What follows belongs to an exercise in optimizing a design on an open flow for small area, a short achievable clock period and few clock cycles; a production flow would make more cautious choices.
Power figures rest on the tool's default switching activity, not on a simulated workload.

Setup of indigo:
Design pov_core, start of the top module:
module pov_core (
    input  wire        clk,
    input  wire        rst,           
    input  wire        cmd_valid,
    input  wire [39:0] cmd_word,
    output reg         cmd_ready,
    output reg         resp_valid,
    output wire [7:0]  resp_code,
    input  wire        tick_valid,
    output reg         tick_ready,
    output reg         led_data,
    output reg         led_clk,
    output reg         led_latch,
    output wire        led_oe,
    output reg  [3:0]  coil,
    output reg  [31:0] step_delay_ms,
    output reg         timer_armed
);
    assign led_oe = 1'b0;
    reg [127:0] ring;           
    reg [3:0]   rot;
    reg         clr;            
    reg [3:0]   write_end, read_front, read_back;
    reg [4:0]   pixel_step;     
    reg         pwrap;          
    reg         pb2;            
    reg [4:0]   highlighted;
    reg         underrun, dneg;
    reg [2:0]   phase_index;
    reg [3:0]   bsh;            
    wire        halted = ~timer_armed;
    reg         busy;
    reg [3:0]   cyc;
    reg         tgo;            
    reg [6:0]   sh;
    reg         cw;             
    reg         cwp;            
    reg         dirp;           
    reg         tgo2;           
    reg         p_ophz;         
    reg [2:0]   p_op;           
    reg         p_zx;           
    reg         p_zf;           
    reg         p_zb1;          
    reg         p_z0h;          
    reg         p_a0;           
    reg         p_neg;          
    reg         p_e0;           
    reg         p_eff;          
    reg         p_elt;          
    reg         p_egt;          
    reg         p_lgt;          
    reg         rc7, rc1, rc0;
  ...
==> flow/config.mk <==
export PLATFORM = sky130hd
export DESIGN_NAME = pov_core
export DESIGN_NICKNAME = pov_core
export VERILOG_FILES = /design/flow/design.v
export SDC_FILE = /design/flow/constraint.sdc
export NUM_CORES = 4
export LEC_CHECK = 0
export CAP_MARGIN = 20
export CORE_MARGIN = 2
export CORE_UTILIZATION = 50
export CTS_CLUSTER_DIAMETER = 100
export CTS_CLUSTER_SIZE = 25
export PLACE_DENSITY = 0.65
export SETUP_SLACK_MARGIN = 4.0
export SLEW_MARGIN = 20
==> flow/constraint.sdc <==
create_clock -name core_clock -period 6.5 [get_ports {clk}]
set_input_delay 1.3000 -clock core_clock [delete_from_list [all_inputs] [get_ports {clk}]]
set_output_delay 1.3000 -clock core_clock [all_outputs]
set_load 0.01 [all_outputs]
standard.sh (not shown) runs the stock make flow with config.mk's settings and CLKGATE_MAP_FILE= SYNTH_SCRIPT=/design/flow/synth_recipe.tcl, a recipe that flattens the netlist after the stock synthesis.
==> flow/flow/run.sh <==
#!/bin/bash
# The standard layout (the standard.sh), with every input and output
# port buffered by a plain buffer cell instead of the default choice.
set -e
export BUFFER_PORTS_ARGS="-buffer_cell sky130_fd_sc_hd__buf_1"
bash standard.sh > standard.log 2>&1
> inputs changed (indigo -> maple)
--- a/flow/design.v
+++ b/flow/design.v
@@ -58,14 +58,13 @@
     reg         dneg_r;         
     reg         dcy;            
     reg         dtop;           
     reg [5:0]   dcnt;           
     reg         drun;
     reg         dovf;           
-    reg  crdy;
-    wire cmd_acc  = crdy;
+    wire cmd_acc  = cmd_valid & cmd_ready;
     wire tick_acc = tick_valid & tick_ready;
     wire c15 = busy & (cyc == 4'd15);
     wire busy_n = tgo | (busy & ~c15);
     wire [3:0] cyc_n = tgo ? 4'd0 : cyc + 4'd1;
     wire       front_on = (pixel_step <= highlighted);
     wire [4:0] back_step = (pixel_step >= 5'd3) ? pixel_step - 5'd3 : pixel_step + 5'd23;
@@ -134,22 +133,22 @@
     wire tslot_n    = ~busy_n | (cyc_n[3:1] == 3'b111);
     wire cmd_rdy_n  = cmd_valid & ~cmd_acc & ~div_busy_n &
                       (~op1 | (rot + 4'd1 == write_end));
     wire tick_rdy_n = tslot_n & ~tick_acc & (rot + 4'd2 == rf_n);
     always @(posedge clk) begin
         ring <= {p15d, ring[127:8]};
-        dr   <= crdy ? 25'h0753000 : {dsum[4:0], dr[24:5]};
-        dm   <= crdy ? {2'b01, arg[22:0]} : {dm[4:0], dm[24:5]};
-        dj   <= (crdy | d4) ? 3'd0 : dj + 3'd1;
-        dcy  <= crdy | (d4 ? ~dsum[4] : dsum[5]);
-        dtop <= ~crdy & ~d4 & dr[4];
-        if (crdy)
+        dr   <= cmd_ready ? 25'h0753000 : {dsum[4:0], dr[24:5]};
+        dm   <= cmd_ready ? {2'b01, arg[22:0]} : {dm[4:0], dm[24:5]};
+        dj   <= (cmd_ready | d4) ? 3'd0 : dj + 3'd1;
+        dcy  <= cmd_ready | (d4 ? ~dsum[4] : dsum[5]);
+        dtop <= ~cmd_ready & ~d4 & dr[4];
+        if (cmd_ready)
             dneg_r <= 1'b0;
         else if (d4)
             dneg_r <= dsum[4];
-        if (crdy)
+        if (cmd_ready)
             dcnt <= arg[28:23];
         else if (d4)
             dcnt <= dcnt + 6'd1;
         p_ophz <= (op[7:3] == 5'd0);
         p_op   <= op[2:0];
         p_zx   <= (arg[31:23] == 9'd0);
@@ -202,24 +201,21 @@
             tgo2          <= 1'b0;
             led_data      <= 1'b0;
             led_clk       <= 1'b0;
             led_latch     <= 1'b0;
             coil          <= 4'd0;
             cmd_ready     <= 1'b0;
-            crdy          <= 1'b0;
             tick_ready    <= 1'b0;
             resp_valid    <= 1'b0;
             drun          <= 1'b0;
             dovf          <= 1'b0;
         end else begin
             rot <= rot + 4'd1;
             if (rot == 4'd15)
                 clr <= 1'b0;
-            crdy       <= cmd_rdy_n;
-            cmd_ready  <= cmd_valid & ~cmd_ready & ~div_busy_n &
-                          (~op1 | (rot + 4'd1 == write_end));
+            cmd_ready  <= cmd_rdy_n;
             tick_ready <= tick_rdy_n;
             if (bcap) bsh <= {p15d[7], p15d[5], p15d[3], p15d[1]};
             resp_valid <= (cmd_acc & ~div_go) | dlast | dovf;
             dovf       <= dsat;
             if (push_ok)
                 write_end <= write_end + 4'd1;
Against indigo, finished layout cell area in maple came out worse. In terms of routing usage on met3, indigo and maple differ only marginally. Relative to indigo, synthesized cell count has gone up in maple. Going from indigo to maple, count of cells resized by post-cts repair went up; total power moved down. maple reports a higher critical path depth than indigo does. Summary of maple over indigo: tightest hold margin saw little to no change, synthesized area saw little to no change, area growth from synthesis to layout saw an increase. Complex-gate fraction of the synthesized area ends up higher on indigo. indigo has a lower global-route usage than maple. | total number of vias | maple vs indigo | worse |.
No functional check of the RTL was part of any run of this note.

==> what the ideal ports hide <==
How much do the figures lean on ideal ports? The routed layouts below were timed once more, with nothing changed but the port constraints.
Step 1, drivers: a clkbuf_16 drives clk and a buf_2 each remaining input, both assumed.
Step 2 times the ports against the registers' clock, not the clock port: input delays grow and output delays shrink by t, the midpoint of the rising clock arrivals with the driver on.
Three values: ideal ports, drivers, drivers and shift; two values: the first two.
| run | t (ns) | setup WS [ns] | hold slack, ns | latest minus earliest clock arrival (ns) | worst slew at a driven data input, ns |
|---|---|---|---|---|---|
| indigo | 0.537 | 4.095 / 4.049 / 3.642 | 0.322 / 0.322 / 0.322 | 0.021 / 0.020 | 0.06 |
| maple | 0.538 | 3.999 / 4.000 / 3.470 | 0.321 / 0.321 / 0.321 | 0.022 / 0.021 | 0.04 |
After both steps every run listed still meets setup and hold. For maple, which loses most, drivers alone change the setup slack by +0.001 ns; drivers and shift together by -0.529 ns.
